This design comes from an exercise in tuning for small area on the open sky130 flow, not from production work. The RTL was checked by simulation tests, not by an equivalence proof against the original design. Power is estimated from default activity; no workload was simulated.

===== flow/design.v =====
module kr_scanner (
    input  wire        clk,
    input  wire        rst_n,
    input  wire [7:0]  col_n,
    input  wire        hs_valid,
    input  wire [31:0] hs_data,
    input  wire        wfull,
    output wire [6:0]  row_n,
    output wire        push,
    output wire [5:0]  push_pos,
    output wire        hs_done,
    output wire        halted,
    output wire [1:0]  fatal,
    output wire [2:0]  row_idx,
    output wire [7:0]  lost_byte
);
    localparam [2:0] WAIT_HS   = 3'd0,
                     STROBE    = 3'd1,
                     SETTLE    = 3'd2,
                     SAMPLE    = 3'd3,
                     RELEASE   = 3'd4,
                     HALT_OVF  = 3'd5,
                     HALT_INIT = 3'd6;
    localparam [13:0] STEP = 14'd15625;    
    reg [2:0]  sphase;
    reg [2:0]  row;
    reg [2:0]  col;
    reg [25:0] acc;      
    reg [12:0] sq;       
    reg        first;    
    reg        frac;     
    reg [48:0] snap;
    reg        fresh;    
    reg        cs1, cs2;  
    always @(posedge clk) begin
        cs1 <= col_n[col];
        cs2 <= cs1;
    end
    wire       in_settle = (sphase == SETTLE);
    wire       in_sample = (sphase == SAMPLE);
    wire [5:0] raw       = {row, col};
    wire       is_key    = (raw >= 6'd4) && (raw <= 6'd52);
    wire       pressed   = ~cs2;
    wire       snap_cur  = snap[0] && !fresh;
    wire       edge_seen = is_key && (pressed != snap_cur);
    localparam [12:0] SEED = 13'h0001;
    function [12:0] lfsr_fwd(input [12:0] v);
        lfsr_fwd = {v[11:0], v[12] ^ v[3] ^ v[2] ^ v[0]};
    endfunction
    function [12:0] lfsr_back(input [12:0] v);
        lfsr_back = {v[0] ^ v[4] ^ v[3] ^ v[1], v[12:1]};
    endfunction
    wire [25:0] acc_sub  = acc - {12'd0, STEP};
    wire        last     = (acc < {12'd0, STEP}) || (!frac && acc == {12'd0, STEP});
    wire        cnt_done = (acc[12:0] == lfsr_back(SEED));
    always @(posedge clk) begin
        if (sphase == WAIT_HS) begin
            acc   <= hs_data[31:6];
            frac  <= |hs_data[5:0];
            sq    <= SEED;
            first <= 1'b1;
        end else if ((sphase == STROBE || in_sample) && !first) begin
            acc[12:0] <= sq;
        end else if (in_settle) begin
            if (first) begin
                sq <= lfsr_fwd(sq);
                if (last) begin
                    first     <= 1'b0;
                    acc[12:0] <= SEED;
                end else
                    acc <= acc_sub;
            end else
                acc[12:0] <= lfsr_back(acc[12:0]);
        end
    end
    always @(posedge clk) begin
        if (!rst_n) begin
            sphase <= WAIT_HS;
            row    <= 3'd0;
            fresh  <= 1'b1;
        end else begin
            case (sphase)
                WAIT_HS: begin
                    if (hs_valid)
                        sphase <= (hs_data == 32'd0) ? HALT_INIT : STROBE;
                end
                STROBE: begin
                    col    <= 3'd0;
                    sphase <= SETTLE;
                end
                SETTLE: begin
                    if (!first && cnt_done)
                        sphase <= SAMPLE;
                end
                SAMPLE: begin
                    if (edge_seen && wfull)
                        sphase <= HALT_OVF;
                    else if (col == 3'd7)
                        sphase <= RELEASE;
                    else begin
                        col    <= col + 3'd1;
                        sphase <= SETTLE;
                    end
                end
                RELEASE: begin
                    if (row == 3'd6)
                        fresh <= 1'b0;
                    row    <= (row == 3'd6) ? 3'd0 : row + 3'd1;
                    sphase <= STROBE;
                end
                default: ;
            endcase
        end
    end
    always @(posedge clk)
        if (in_sample && is_key)
            snap <= {pressed, snap[48:1]};
    wire strobing = (sphase == SETTLE) || in_sample || (sphase == RELEASE);
    assign row_n     = strobing ? ~(7'd1 << row) : 7'h7f;
    assign push      = in_sample && edge_seen && !wfull;
    assign push_pos  = raw;
    assign hs_done   = (sphase != WAIT_HS);
    assign halted    = (sphase == HALT_OVF) || (sphase == HALT_INIT);
    assign fatal     = {sphase == HALT_INIT, sphase == HALT_OVF};
    assign row_idx   = row;
    wire [5:0] key   = raw - 6'd4;
    assign lost_byte = (sphase == HALT_OVF) ? {snap[48], 1'b0, key} : 8'd0;
endmodule
module kr_queue (
    input  wire       clk,
    input  wire       rst_n,
    input  wire       push,
    input  wire [5:0] push_pos,
    output wire       wfull,
    output wire [7:0] wlevel,
    input  wire       pop,
    input  wire       popped,    
    output wire       rempty,
    output wire [7:0] rlevel,
    output wire [5:0] head,      
    output reg  [5:0] last       
);
    reg [5:0] ring [0:127];
    reg [6:0] wplace;    
    reg [6:0] rplace;    
    reg [5:0] pend;
    reg       pend_v;
    reg [5:0] hreg;
    reg       hreg_v;
    reg [7:0] n;
    reg       p1, p2, q2;
    integer i;
    wire       wr    = (pend_v || push) && (wplace[1:0] == 2'd0);
    wire [5:0] wdata = pend_v ? pend : push_pos;
    wire [3:0] ws_hi = {4{wr}} & (4'd1 << wplace[6:5]);
    wire [7:0] ws_lo = 8'd1 << wplace[4:2];
    always @(posedge clk) begin
        for (i = 0; i < 128; i = i + 1)
            if (i % 4 == 0 && ws_hi[i / 32] && ws_lo[(i / 4) % 8])
                ring[i] <= wdata;
            else
                ring[i] <= ring[(i + 127) % 128];
    end
    always @(posedge clk)
        if (push)
            pend <= push_pos;
    wire [6:0] rnext   = rplace + {6'd0, !pop};
    wire [3:0]  rs_hi = 4'd1 << rnext[6:5];
    wire [7:0]  rs_lo = 8'd1 << rnext[4:2];
    reg  [5:0]  rd_data;
    integer k;
    always @(*) begin
        rd_data = 6'd0;
        for (k = 0; k < 32; k = k + 1)
            rd_data = rd_data | (ring[4 * k] & {6{rs_hi[k / 8] & rs_lo[k % 8]}});
    end
    wire       at_w    = (rnext == wplace);    
    always @(posedge clk) begin
        if (!hreg_v || pop) begin
            if (at_w) begin
                hreg <= wdata;
            end else begin
                hreg <= rd_data;
            end
        end
    end
    always @(posedge clk) begin
        if (!rst_n) begin
            wplace <= 7'd1;
            rplace <= 7'd0;
            pend_v <= 1'b0;
            hreg_v <= 1'b0;
            n      <= 8'd0;
            p1     <= 1'b0;
            p2     <= 1'b0;
            q2     <= 1'b0;
        end else begin
            wplace <= wplace + {6'd0, !wr};
            rplace <= rnext;
            pend_v <= (pend_v || push) && !wr;
            if (!hreg_v || pop)
                hreg_v <= at_w ? wr : (rnext[1:0] == 2'd1);
            n      <= n + {7'd0, push} - {7'd0, pop};
            p1     <= push;
            p2     <= p1;
            q2     <= popped;
        end
    end
    assign head = hreg_v ? hreg : rd_data;
    always @(posedge clk)
        last <= head;
    assign wlevel = n + {7'd0, popped | q2};
    assign rlevel = n - {7'd0, p1 | p2};
    assign wfull  = wlevel[7];
    assign rempty = (rlevel == 8'd0);
endmodule
module kr_transmitter (
    input  wire       clk,
    input  wire       rst_n,
    output wire       svc_req,
    input  wire       svc_done,
    output wire       tx_req,
    output wire [7:0] tx_p0,
    output wire [7:0] tx_p1,
    output wire [7:0] tx_p2,
    output wire [7:0] tx_p3,
    input  wire       tx_done,
    input  wire       tx_ok,
    output reg        diag_valid,
    output wire [1:0] diag_code,
    output wire [7:0] diag_byte,
    input  wire       rempty,
    input  wire [5:0] head,
    input  wire [5:0] last,
    output wire       pop,
    output wire       popped,
    output wire       halted,
    output wire       fatal_decode,
    output wire       in_flight,
    output wire [7:0] bad_byte
);
    localparam [1:0] SERVICE = 2'd0,
                     PEEK    = 2'd1,
                     ATTEMPT = 2'd2;
    reg [1:0]  tphase;
    reg        fail;
    reg [52:4] sent;     
    wire [5:0] pos   = diag_valid ? last : tx_req ? head : 6'd4;
    wire [7:0] row_sel = 8'd1 << pos[5:3];
    wire [7:0] col_sel = 8'd1 << pos[2:0];
    wire [52:4] sel;
    genvar g;
    generate
        for (g = 4; g <= 52; g = g + 1) begin : g_sel
            assign sel[g] = row_sel[g / 8] & col_sel[g % 8];
        end
    endgenerate
    wire       on    = ~|(sent & sel);
    wire [5:0] key   = pos - 6'd4;
    always @(posedge clk) begin
        if (!rst_n) begin
            tphase     <= SERVICE;
            diag_valid <= 1'b0;
        end else begin
            diag_valid <= 1'b0;
            case (tphase)
                SERVICE: if (svc_done) tphase <= PEEK;
                PEEK:    tphase <= rempty ? SERVICE : ATTEMPT;
                default: if (tx_done) begin
                    diag_valid <= 1'b1;
                    tphase     <= SERVICE;
                end
            endcase
        end
    end
    always @(posedge clk)
        if (tx_req && tx_done)
            fail <= !tx_ok;
    always @(posedge clk) begin
        if (!rst_n)
            sent <= 49'd0;
        else
            sent <= sent ^ (sel & {49{popped}});
    end
    assign popped       = diag_valid && !fail;
    assign pop          = tx_req && tx_done && tx_ok;
    assign svc_req      = (tphase == SERVICE);
    assign tx_req       = (tphase == ATTEMPT);
    assign tx_p0        = {7'b0000100, on};
    assign tx_p1        = {3'b100, on, 4'h0};
    assign tx_p2        = {1'b0, pos[5], ~pos[5], pos[4:0]};
    assign tx_p3        = 8'h7f;
    assign diag_code    = {1'b0, fail};
    assign diag_byte    = {on, 1'b0, key};
    assign halted       = 1'b0;
    assign fatal_decode = 1'b0;
    assign in_flight    = tx_req;
    assign bad_byte     = 8'd0;
endmodule
module kr_block (
    input  wire        clk,
    input  wire        rst_n,
    output wire [6:0]  row_n,
    input  wire [7:0]  col_n,
    input  wire        hs_valid,
    input  wire [31:0] hs_data,
    output wire [23:0] scan_status,
    output wire        svc_req,
    input  wire        svc_done,
    output wire        tx_req,
    output wire [7:0]  tx_p0,
    output wire [7:0]  tx_p1,
    output wire [7:0]  tx_p2,
    output wire [7:0]  tx_p3,
    input  wire        tx_done,
    input  wire        tx_ok,
    output wire        diag_valid,
    output wire [1:0]  diag_code,
    output wire [7:0]  diag_byte,
    output wire [23:0] tx_status
);
    wire       push, pop, popped, wfull, rempty;
    wire [5:0] push_pos, head, last;
    wire [7:0] wlevel, rlevel;
    wire       s_hs_done, s_halted;
    wire [1:0] s_fatal;
    wire [2:0] s_row;
    wire [7:0] s_lost;
    wire       t_halted, t_fatal, t_in_flight;
    wire [7:0] t_bad;
    kr_scanner u_scanner (
        .clk       (clk),
        .rst_n     (rst_n),
        .col_n     (col_n),
        .hs_valid  (hs_valid),
        .hs_data   (hs_data),
        .wfull     (wfull),
        .row_n     (row_n),
        .push      (push),
        .push_pos  (push_pos),
        .hs_done   (s_hs_done),
        .halted    (s_halted),
        .fatal     (s_fatal),
        .row_idx   (s_row),
        .lost_byte (s_lost)
    );
    kr_queue u_queue (
        .clk       (clk),
        .rst_n     (rst_n),
        .push      (push),
        .push_pos  (push_pos),
        .wfull     (wfull),
        .wlevel    (wlevel),
        .pop       (pop),
        .popped    (popped),
        .rempty    (rempty),
        .rlevel    (rlevel),
        .head      (head),
        .last      (last)
    );
    kr_transmitter u_tx (
        .clk          (clk),
        .rst_n        (rst_n),
        .svc_req      (svc_req),
        .svc_done     (svc_done),
        .tx_req       (tx_req),
        .tx_p0        (tx_p0),
        .tx_p1        (tx_p1),
        .tx_p2        (tx_p2),
        .tx_p3        (tx_p3),
        .tx_done      (tx_done),
        .tx_ok        (tx_ok),
        .diag_valid   (diag_valid),
        .diag_code    (diag_code),
        .diag_byte    (diag_byte),
        .rempty       (rempty),
        .head         (head),
        .last         (last),
        .pop          (pop),
        .popped       (popped),
        .halted       (t_halted),
        .fatal_decode (t_fatal),
        .in_flight    (t_in_flight),
        .bad_byte     (t_bad)
    );
    assign scan_status = {s_lost, wlevel, s_row, wfull, s_fatal, s_halted, s_hs_done};
    assign tx_status   = {t_bad, rlevel, 4'b0000, t_in_flight, rempty, t_fatal, t_halted};
endmodule

===== flow/flow/run.sh =====
#!/bin/bash
# The standard layout, with the port buffers made of the smallest
# buffer cell instead of the one the resizer picks by default.
set -euo pipefail
export BUFFER_PORTS_ARGS="-buffer_cell sky130_fd_sc_hd__buf_1"
bash standard.sh > standard.log 2>&1

===== flow/standard.sh =====
#!/bin/bash
# synth_recipe.tcl (not shown) runs the flow's synth.tcl, then flattens the netlist and writes it again
# the make line also repeats each setting of config.mk as NAME=value (left out here)
make -C /OpenROAD-flow-scripts/flow DESIGN_CONFIG=/design/flow/config.mk WORK_HOME=/design/flow/orfs CLKGATE_MAP_FILE= SYNTH_SCRIPT=/design/flow/synth_recipe.tcl "${@:-finish}"

===== flow/config.mk =====
export PLATFORM = sky130hd
export DESIGN_NAME = kr_block
export DESIGN_NICKNAME = kr_block
export VERILOG_FILES = /design/flow/design.v
export SDC_FILE = /design/flow/constraint.sdc
export NUM_CORES = 4
export LEC_CHECK = 0
export ABC_AREA = 1
export CAP_MARGIN = 0
export CORE_MARGIN = 2
export CORE_UTILIZATION = 75
export CTS_BUF_LIST = sky130_fd_sc_hd__clkbuf_8
export CTS_CLUSTER_DIAMETER = 80
export CTS_CLUSTER_SIZE = 16
export SLEW_MARGIN = 0

===== flow/constraint.sdc =====
create_clock -name core_clock -period 25.0 [get_ports {clk}]
set_input_delay 5.0000 -clock core_clock [delete_from_list [all_inputs] [get_ports {clk}]]
set_output_delay 5.0000 -clock core_clock [all_outputs]
set_load 0.01 [all_outputs]

==> qor.yml, run 1 <==
synth:
  ys_ff_latch: 968
  synth_cells: 2961
  syn_area_per_cell_um2: 10.18
  synthMuxAreaShare_pct: 0
  netlist_area_um2: 30150
  synthSimpleGateAreaFrac_pct: 17.40
  synth_fa_ha_area_share_pct: 1.602
  synth_top_family_by_area: "simple AND/OR/NAND/NOR gates"
  ys_seq_area_share_pct: 67.33
  synth_edf_count: 92
  ys_types: 47
  synth-compound-area-share_pct: 6.337
  synthFlopType: "dfxtp_1"
  async_flop_share_pct: 0
  ys_warn_count: 4
  synth_xor_area_share_pct: 2.092
clock_network:
  clock-sinks: 968
  cts.repair.resized: 0
  cts_buffers: 70
  ctsHoldBuffers: 0
  post_cts.repair.setup_buffers: 0
  cts_root_buf: "clkbuf_8"
  clkTransAtPathRegs_ps: 100
  clock_latency_ps: 670
  cts_tree: "yes"
  clockBufferDepth: 3
  htree_num_levels: 3
hold_path:
  min_to: "u_queue.ring[3][4]"
  min_path_type: "register to register"
  min_from: "u_queue.ring[2][4]"
  whs_path_depth: 0
floorplan:
  io_pins: 146
  start_util_pct: 75.88
  core_area_um2: 39730
  rows: 73
  fp.dieW_um: 204.5
  die_area_um2: 41820
  die_y_um: 204.5
cells_and_area:
  regArea_um2: 20300
  syn2layout_area_growth_pct: 4.964
  drive_gt1_share_pct: 5.797
  multiInputGateArea_um2: 8501
  fin_nets: 3097
  n_fill_cell: 2495
  layout_common_cells: "dfxtp_1, nand2_1, nand3_1"
  fin_area_um2: 31650
  final_cells: 3562
  final_common_cell: "dfxtp_1"
worst_setup_path:
  r2r_cells: 23
  crit_arrival_ps: 9990
  crit_path_end_kind: "output pin"
  r2r_end: "u_tx.sent[23]"
  path_max_fanout: 24
  path_common_cell: "nand2_1"
  ff2ff_setup_slack_ps: 19770
  startpoint_type: "primary input"
  rr_startpoint: "u_tx.tphase[1]"
  slowest_delay_ps: 1040
  cp_slowest_cell: "nor2_2"
  cp_data_required_time_ps: 20000
  critical_path_class: "primary input to output pin"
timing:
  drv_slew: 0
  worst_pin_slew_ps: 1337
  setup_violations: 0
  fin_crit_sh_pct: 59.96
  hold_ws_ps: 317.7
  min_period_ps: 14990
  finalClockSkew_ps: 38.97
  fmax_mhz: 66.71
  hold_viol: 0
  max_slew_margin_pct: 10.74
  fin_tns_setup_ps: 0
  rsz0062_at_grt: "no"
outcome:
  status: "timing/DRC/antenna clean"
drt:
  drc_errors: 0
  vias_per_cell: 5.696
  firstDrtPassIters: 6
  first_iter_violations: 1985
  vias: 20288
  avgRoutedWirePerCell_um: 18.66
  antenna_left: 0
  drt-total-wl_mm: 66.46
global_route:
  grt_pass1_vias: 19542
  grt_pass1_wl_mm: 103.8
  grt_overflow: 0
  antenna_found_initial: 1
  track_usage_pct: 32.06
  grt_max_degree: 67
pwr:
  p_int_mw: 2.041
  switching_share_pct: 28.51
  power-per-cell-area_nw_per_um2: 90.21
  p_comb_share_pct: 15.0
  irDropWorstVdd_mv: 0.07322
  seqPwrFrac_pct: 59.4
  power.switching_mw: 0.8138
  clkPwrFrac_pct: 25.6
  p_leak_nw: 12.89
placed_design:
  gp_congestion: 0.8984
  dpl_cell_area_um2: 30540
  dp.cells: 3466
  port_buffers: 105
  hpwl_mm: 44.06
run:
  maxCapViolCount: 0
-- cells by family after synthesis --
logic type | count (synthesis)
buffers and inverters | 329
other | 2
adders and majority gates | 38
and+or+nand+nor | 1193
AOI/OAI and AO/OA | 359
xor gates and xnor gates | 72
DFF | 968
-- critical path, delay by kind of cell --
kind,cells,cell delay (ps)
buf+inv,3,280
simple gates,24,4180
fa+ha+maj,2,500
-- state kept, by name, indices dropped and copies added, names as in the netlist, 2 cells and up --
signal and cells:
u_scanner.col 3, u_tx.sent 49, u_queue.last 6, u_queue.ring 768
u_tx.tphase 2, u_scanner.snap 49, u_queue.wplace 7, u_queue.hreg 6
u_scanner.acc 26, u_scanner.row 3, u_queue.n 8, u_scanner.sq 13
u_queue.rplace 7, u_scanner.sphase 3, u_queue.pend 6
-- stage by stage --
stage                     power (mW)  setup slack (ps)  utilization (%)
after floorplan                2.027             11860                -
after global placement         2.137             10330            76.86
after detailed placement       2.152             10170            76.86
after CTS                      2.857             10090            79.64
after global routing           2.974              9613            79.64
final                          2.855             10010            79.65
-- synthesized netlist by cell type, types with 40 or more instances --
cell type,instances,area [um^2]
buf_4,66,495.5
xor2_1,57,499.2
nand2_1,552,2072
inv_1,130,488.0
o21ai_0,261,1306
a21oi_1,50,250.2
nand3_1,269,1346
clkbuf_1,81,304.0
edfxtp_1,92,2763
nor3_1,40,200.2
nor2_1,219,822.0
dfxtp_1,876,17540
-- power by group through the flow --
stage | Sequential, mW | Combinational (mW) | Clock, mW
finish | 1.70 | 0.427 | 0.730
global route | 1.71 | 0.472 | 0.796
CTS | 1.70 | 0.422 | 0.739
detailed placement | 1.73 | 0.421 | 0
global placement | 1.73 | 0.408 | 0
floorplan | 1.71 | 0.313 | 0
-- cell type report --
class                   instances  share of cell area (%)
diodes                          1                0.007908
clock buffers                  73                   3.175
clock inverters                22                  0.3203
inverters                     150                   1.787
multi-input cells            1702                   26.86
flip-flops and latches        968                   64.15
well taps                     525                   2.076
repair buffers                121                   1.625
-- metal layers --
layer | GRT usage, % | wire, um | vias up | share of wire, %
met2 | 50.75 | 30690 | 763 | 46
met5 | 0 | 0 | - | 0
met3 | 5.107 | 4716 | 153 | 7.1
li1 | - | - | 9652 | -
met1 | 44.76 | 28720 | 9720 | 43
met4 | 12.47 | 2329 | 0 | 3.5
-- how the worst max path moves through the flow --
stage,from,to,slack (ps),cells past startpoint
global placement,tx_done,tx_p0[0],10330,29
floorplan,tx_done,diag_byte[7],11860,31
CTS,tx_done,diag_byte[7],10090,29
global route,tx_done,diag_byte[7],9610,29
finish,tx_done,diag_byte[7],10010,29
detailed placement,tx_done,diag_byte[7],10170,29
==> run 2, diff against run 1 <==
--- a/flow/design.v
+++ b/flow/design.v
@@ -276,12 +276,11 @@
     always @(posedge clk)
         if (tx_req && tx_done)
             fail <= !tx_ok;
-    always @(posedge clk) begin
-        if (!rst_n)
-            sent <= 49'd0;
-        else
-            sent <= sent ^ (sel & {49{popped}});
-    end
+    integer j;
+    always @(posedge clk)
+        for (j = 4; j <= 52; j = j + 1)
+            if (!rst_n || (popped && sel[j]))
+                sent[j] <= on && rst_n;
     assign popped       = diag_valid && !fail;
     assign pop          = tx_req && tx_done && tx_ok;
     assign svc_req      = (tphase == SERVICE);
--- a/flow/config.mk
+++ b/flow/config.mk
@@ -6,10 +6,10 @@
 export NUM_CORES = 4
 export LEC_CHECK = 0
 export ABC_AREA = 1
-export CAP_MARGIN = 0
+export CAP_MARGIN = 20
 export CORE_MARGIN = 2
-export CORE_UTILIZATION = 75
+export CORE_UTILIZATION = 65
 export CTS_BUF_LIST = sky130_fd_sc_hd__clkbuf_8
 export CTS_CLUSTER_DIAMETER = 80
 export CTS_CLUSTER_SIZE = 16
-export SLEW_MARGIN = 0
+export SLEW_MARGIN = 20
==> run 2 against run 1 <==
Global-route usage down 3.9 points. Critical path depth up 2. Sequential cell count unchanged. Sequential power up 2%. Critical endpoint is now tx_p1[4]. Sequential share of layout area up 1.2 points. Critical path type unchanged. Area after synthesis about the same. Largest cell class unchanged.
==> qor.yml, run 2 <==
cells_and_area:
  largest_register: "u_queue.ring"
  layout_common_cells: "dfxtp_1, nand2_1, o21ai_0"
  drive_gt1_share_pct: 5.930
  final_cells: 3568
  antenna_cells: 0
  fin_nets: 3028
  largestRegisters: "u_queue.ring (768), u_scanner.snap (49), u_tx.sent (49)"
  largest_register_ffs: 768
  final_common_cell: "dfxtp_1"
  syn2layout_area_growth_pct: 5.528
worst_setup_path:
  r2r_end: "u_tx.sent[27]"
  cp_slowest_cell: "nor2_4"
  cp-endpoint: "tx_p1[4]"
  startpoint_type: "primary input"
  crit_arrival_ps: 9740
  cp_data_required_time_ps: 20000
  path_max_fanout: 24
  crit_family: "simple AND/OR/NAND/NOR gates"
  ff2ff_setup_slack_ps: 19340
  crit_buf_inv: 5
  r2r_cells: 30
  crit_start: "tx_done"
  critical_path_class: "primary input to output pin"
  rr_startpoint: "u_tx.tphase[1]"
  slowest_delay_ps: 610
  path_common_cell: "nand2_1"
  path_depth: 31
  crit_path_end_kind: "output pin"
timing:
  rsz0062_at_grt: "no"
  setup_slack_ps: 10260
  fin_tns_setup_ps: 0
  min_period_ps: 14740
  finalClockSkew_ps: 46.56
  setup_violations: 0
  fmax_mhz: 67.83
  fin_crit_sh_pct: 58.97
  hold_viol: 0
  worst_pin_slew_ps: 1195
  max_slew_margin_pct: 19.69
  drv_slew: 0
floorplan:
  rows: 78
  core_area_um2: 45580
  die_area_um2: 48120
  io_pins: 146
  fp.dieW_um: 219.4
  start_util_pct: 66.15
  die_y_um: 219.4
global_route:
  antenna_found_initial: 0
  grt_overflow: 0
  track_usage_pct: 28.15
  grt_pass1_vias: 18446
  grt_max_degree: 71
  grt_pass1_wl_mm: 103.3
pwr:
  irDropWorstVdd_mv: 0.07374
  finalPower_mw: 2.940
  power-per-cell-area_nw_per_um2: 92.40
  p_leak_nw: 12.76
synth:
  synth_common_cells: "dfxtp_1, nand2_1, o21ai_0, nand3_1, nor2_1"
  ys_seq_area_share_pct: 68.96
  synthTopCellsByArea: "dfxtp_1, edfxtp_1, nand2_1"
  synthFlopType: "dfxtp_1"
  ys_ff_latch: 968
  async_flop_share_pct: 0
  synth_cells: 2886
  netlist_area_um2: 30150
  syn_area_per_cell_um2: 10.45
  synth_top_area_share_pct: 54.92
  synth_edf_count: 141
  ys_warn_count: 4
  synth_most_common_cell: "dfxtp_1"
  synth_largest_area_cell: "dfxtp_1"
  ys_types: 44
placed_design:
  preCtsSetupSlack_ps: 10290
  dp.cells: 3470
  port_buffers: 105
  hpwl_mm: 45.18
  gp_congestion: 0.9071
drt:
  drt-total-wl_mm: 67.39
  antenna_left: 0
  avgRoutedWirePerCell_um: 18.89
  vias: 19336
  vias_per_cell: 5.419
  firstDrtPassIters: 6
  first_iter_violations: 1689
  drc_errors: 0
clock_network:
  ctsHoldBuffers: 0
  clock-sinks: 968
  clockBufferDepth: 3
  cts.repair.resized: 0
  htree_num_levels: 3
  post_cts.repair.setup_buffers: 0
  cts_buffers: 70
  clkTransAtPathRegs_ps: 90
  clock_latency_ps: 690
  cts_root_buf: "clkbuf_8"
  cts_tree: "yes"
hold_path:
  min_path_type: "register to register"
  min_from: "u_queue.ring[78][2]"
outcome:
  status: "timing/DRC/antenna clean"
run:
  maxCapViolCount: 0
==> run 2: worst register-to-register path: cells and delay by family, from the launching register on <==
family / cells / cell delay [ps]
buf+inv: 3 / 250
flops: 1 / 410
simple gates: 25 / 4140
fa+ha+maj: 2 / 530
==> run 2: stage by stage <==
step	hold slack, ps	util (%)	instance area, um^2
floorplan	309.6	-	30290
global placement	309.6	67.25	30650
detailed placement	312.1	67.34	30690
CTS	313.1	69.80	31810
global route	325.2	69.80	31810
finish	312.6	69.80	31810
==> run 2: routing by layer <==
layer,GRT usage (%),vias to the layer above,wire (um)
li1,-,9432,-
met1,40.43,9165,30720
met2,43.43,611,30380
met3,4.449,128,4128
met4,10.11,0,2161
met5,0,-,0
==> run 2: logic make-up (layout without fill, tap and decap cells) <==
kind of cell | after synthesis | count (layout) | share of synthesized area [%]
flops | 968 | 968 | 68.96
fa+ha+maj | 40 | 40 | 1.685
simple gates | 1118 | 1118 | 16.00
other cells | 2 | 40 | 0.02491
xor+xnor | 45 | 45 | 1.307
compound gates | 387 | 387 | 6.856
buf+inv | 326 | 370 | 5.167
==> run 2: where the power goes <==
group	switching, mW	total [mW]	internal (mW)
Sequential	0.0564	1.74	1.68
Clock	0.464	0.734	0.269
Combinational	0.327	0.465	0.137
Total	0.848	2.94	2.09
==> run 2: worst min-delay path by stage <==
| stage | slack, ps | endpoint | cells after the start |
|---|---|---|---|
| global route | 330 | u_queue.ring[3][1] | 0 |
| CTS | 310 | u_queue.ring[71][3] | 0 |
| floorplan | 310 | u_queue.ring[102][0] | 0 |
| global placement | 310 | u_queue.ring[79][5] | 0 |
| finish | 310 | u_queue.ring[79][2] | 0 |
| detailed placement | 310 | u_queue.ring[62][1] | 0 |
==> run 2: final cells by class <==
class	count	area [um^2]
Timing Repair Buffer	125	545.5
Fill cell	3484	13760
Multi-Input combinational cell	1630	8051
Tap cell	600	750.7
Sequential cell	968	20790
Clock buffer	73	1005
Inverter	147	556.8
Clock inverter	25	113.9
==> run 3, diff against run 2 <==
--- a/flow/config.mk
+++ b/flow/config.mk
@@ -10,6 +10,6 @@
 export CORE_MARGIN = 2
 export CORE_UTILIZATION = 65
 export CTS_BUF_LIST = sky130_fd_sc_hd__clkbuf_8
-export CTS_CLUSTER_DIAMETER = 80
-export CTS_CLUSTER_SIZE = 16
+export CTS_CLUSTER_DIAMETER = 50
+export CTS_CLUSTER_SIZE = 18
 export SLEW_MARGIN = 20
==> run 3 against run 2 <==
Clock power is 9.3% higher. Power is 2.4% higher. Critical path depth stayed put. First-iteration DRC count is 7.5% higher. Worst hold slack better by 11 ps. Sequential share of layout area is 0.46 points lower. Combinational power hardly changed. Area after synthesis stayed put. Via count is 0.83% higher. Sequential cell count stayed put. Largest power group unchanged. Non-clock buffer count is 1 higher. Sequential power hardly changed.
==> qor.yml, run 3 <==
placed_design:
  hpwl_mm: 45.18
  gp_congestion: 0.9071
  dp.cells: 3470
  port_buffers: 105
timing:
  rsz0062_at_grt: "no"
  worst_pin_slew_ps: 1167
  setup_violations: 0
  fin_crit_sh_pct: 58.94
  fmax_mhz: 67.87
  hold_viol: 0
  drv_slew: 0
  finalClockSkew_ps: 29.74
  max_slew_margin_pct: 21.62
  fin_tns_setup_ps: 0
  min_period_ps: 14730
synth:
  async_flop_share_pct: 0
  ys_warn_count: 4
  synth_top_area_share_pct: 54.92
  ys_ff_latch: 968
  synth_cells: 2886
  synth_most_common_cell: "dfxtp_1"
  synthFlopType: "dfxtp_1"
  synth_common_cells: "dfxtp_1, nand2_1, o21ai_0, nand3_1, nor2_1"
  netlist_area_um2: 30150
  ys_types: 44
  syn_area_per_cell_um2: 10.45
  synth_edf_count: 141
  ys_seq_area_share_pct: 68.96
  synthTopCellsByArea: "dfxtp_1, edfxtp_1, nand2_1"
  synth_largest_area_cell: "dfxtp_1"
drt:
  drt-total-wl_mm: 67.70
  first_iter_violations: 1816
  vias_per_cell: 5.442
  antenna_left: 0
  vias: 19497
  avgRoutedWirePerCell_um: 18.90
  drc_errors: 0
  firstDrtPassIters: 5
cells_and_area:
  antenna_cells: 0
  largest_register_ffs: 768
  largestRegisters: "u_queue.ring (768), u_scanner.snap (49), u_tx.sent (49)"
  layout_common_cells: "dfxtp_1, nand2_1, o21ai_0"
  syn2layout_area_growth_pct: 6.275
  post-route-util_pct: 70.30
  final_cells: 3583
  final_common_cell: "dfxtp_1"
  largest_register: "u_queue.ring"
  drive_gt1_share_pct: 6.671
  fin_nets: 3031
global_route:
  grt_overflow: 0
  grt_pass1_vias: 18537
  antenna_found_initial: 0
  grt_max_degree: 71
  grt_pass1_wl_mm: 103.5
  track_usage_pct: 28.26
worst_setup_path:
  crit_path_end_kind: "output pin"
  cp-endpoint: "tx_p1[4]"
  rr_startpoint: "u_tx.tphase[1]"
  crit_arrival_ps: 9730
  r2r_end: "u_tx.sent[26]"
  cp_data_required_time_ps: 20000
  slowest_delay_ps: 610
  r2r_cells: 30
  critical_path_class: "primary input to output pin"
  cp_slowest_cell: "nor2_4"
  crit_start: "tx_done"
  path_common_cell: "nand2_1"
  path_max_fanout: 24
  startpoint_type: "primary input"
  ff2ff_setup_slack_ps: 19350
clock_network:
  post_cts.repair.setup_buffers: 0
  clkTransAtPathRegs_ps: 110
  cts_tree: "yes"
  htree_num_levels: 3
  cts_buffers: 72
  ctsHoldBuffers: 0
  clock_latency_ps: 690
  cts_root_buf: "clkbuf_8"
  clockBufferDepth: 3
  clock-sinks: 968
  cts.repair.resized: 0
run:
  maxCapViolCount: 0
pwr:
  p_int_mw: 2.119
  p_leak_nw: 12.85
  p_comb_share_pct: 15.5
  power.switching_mw: 0.8906
  clkPwrFrac_pct: 26.6
  switching_share_pct: 29.59
  irDropWorstVdd_mv: 0.06377
  power-per-cell-area_nw_per_um2: 93.95
  seqPwrFrac_pct: 57.9
floorplan:
  fp.dieW_um: 219.4
  die_area_um2: 48120
  start_util_pct: 66.15
  io_pins: 146
  core_area_um2: 45580
  rows: 78
  die_y_um: 219.4
hold_path:
  min_path_type: "register to register"
outcome:
  status: "timing/DRC/antenna clean"
## run 3: cell count changes in the layout (fill, tap and decap cells not counted), sizes merged
cell      change
clkinvlp      -1
inv           +5
clkbuf        +3
clkinv        +8
## run 3: per-layer routing
metal | track usage [%] | vias to the layer above | wire (um) | part of all wire (%)
met5 | 0 | - | 0 | 0
met4 | 10.16 | 0 | 2150 | 3.2
met3 | 4.574 | 154 | 3757 | 5.5
met2 | 44.03 | 595 | 30840 | 46
met1 | 40.13 | 9295 | 30960 | 46
li1 | - | 9453 | - | -
## run 3: kinds of logic (layout without fill, tap and decap cells)
kind of cell / after synthesis / in the layout / synth area share, %
AND/OR/NAND/NOR: 1118 / 1118 / 16.00
flip-flops: 968 / 968 / 68.96
AO/OA/AOI/OAI: 387 / 387 / 6.856
buffers and inverters: 326 / 385 / 5.167
XOR/XNOR: 45 / 45 / 1.307
adder cells (fa/ha/maj): 40 / 40 / 1.685
other: 2 / 40 / 0.02491
## run 3: area by class of cell
cell class                 instances  area (um^2)
clock buffer                      75         1032
clock inverter                    37        306.5
fill                            3455        13540
inverter                         147        556.8
multi-input combinational       1630         8051
sequential                       968        20790
tap                              600        750.7
timing repair buffer             126        550.5
## run 3: worst min path at each step
stage                                    start                   end  slack (ps)  cells past startpoint
after floorplan           u_queue.ring[101][0]  u_queue.ring[102][0]         310                      0
after global placement     u_queue.ring[78][5]   u_queue.ring[79][5]         310                      0
after detailed placement   u_queue.ring[61][1]   u_queue.ring[62][1]         310                      0
after CTS                 u_queue.ring[105][4]  u_queue.ring[106][4]         320                      0
after global routing       u_queue.ring[10][0]   u_queue.ring[11][0]         320                      0
final                     u_queue.ring[117][1]  u_queue.ring[118][1]         320                      0
## run 3: metrics by stage
stage          hold WS (ps)  power, mW  worst slack, ps  area, um^2
6_report              323.1      3.010            10270       32040
5_1_grt               324.4      3.145             9781       32040
4_1_cts               317.7      3.021            10270       32030
3_5_place_dp          312.1      2.235            10290       30690
3_3_place_gp          309.6      2.227            10030       30650
2_1_floorplan         309.6      2.102            11780       30290
## run 3: power by group through the flow
stage / Combinational (mW) / Clock [mW] / Sequential (mW)
6_report: 0.466 / 0.802 / 1.74
5_1_grt: 0.522 / 0.873 / 1.75
3_3_place_gp: 0.453 / 0 / 1.77
3_5_place_dp: 0.460 / 0 / 1.78
4_1_cts: 0.462 / 0.817 / 1.74
2_1_floorplan: 0.346 / 0 / 1.75
## run 3: worst max-delay path, delay by kind of cell
| family | cells | cell delay (ps) |
|---|---|---|
| AND/OR/NAND/NOR | 23 | 3670 |
| adder cells (fa/ha/maj) | 2 | 540 |
| buffers and inverters | 6 | 500 |

## afterwards: timing with drivers on the ports
Ports are ideal in the flow. The routed layouts listed here were re-timed in OpenROAD.
Step 1 sets driving cells, clkbuf_16 on the clock port and buf_2 on the other inputs (assumed; they add their load-dependent delay and slew).
Step 2 moves the port delays by t, midway between the first and last clock arrival at a register: inputs arrive t later, outputs are due t later. That takes back most of the time a late clock gives input paths.
a / b / c = ideal / step 1 / step 2; a / b = the first two.
| run | shift t [ns] | slack for setup (ns) | clock arrival spread, ns |
|---|---|---|---|
| run 1 | 0.710 | 10.009 / 9.983 / 9.983 | 0.042 / 0.042 |
| run 2 | 0.722 | 10.256 / 10.234 / 10.234 | 0.054 / 0.053 |
| run 3 | 0.736 | 10.266 / 10.243 / 10.243 | 0.030 / 0.029 |
After both steps setup and hold are still met in every run listed. For run 1, which loses most, drivers alone change the setup slack by -0.026 ns; drivers and shift together by -0.026 ns.
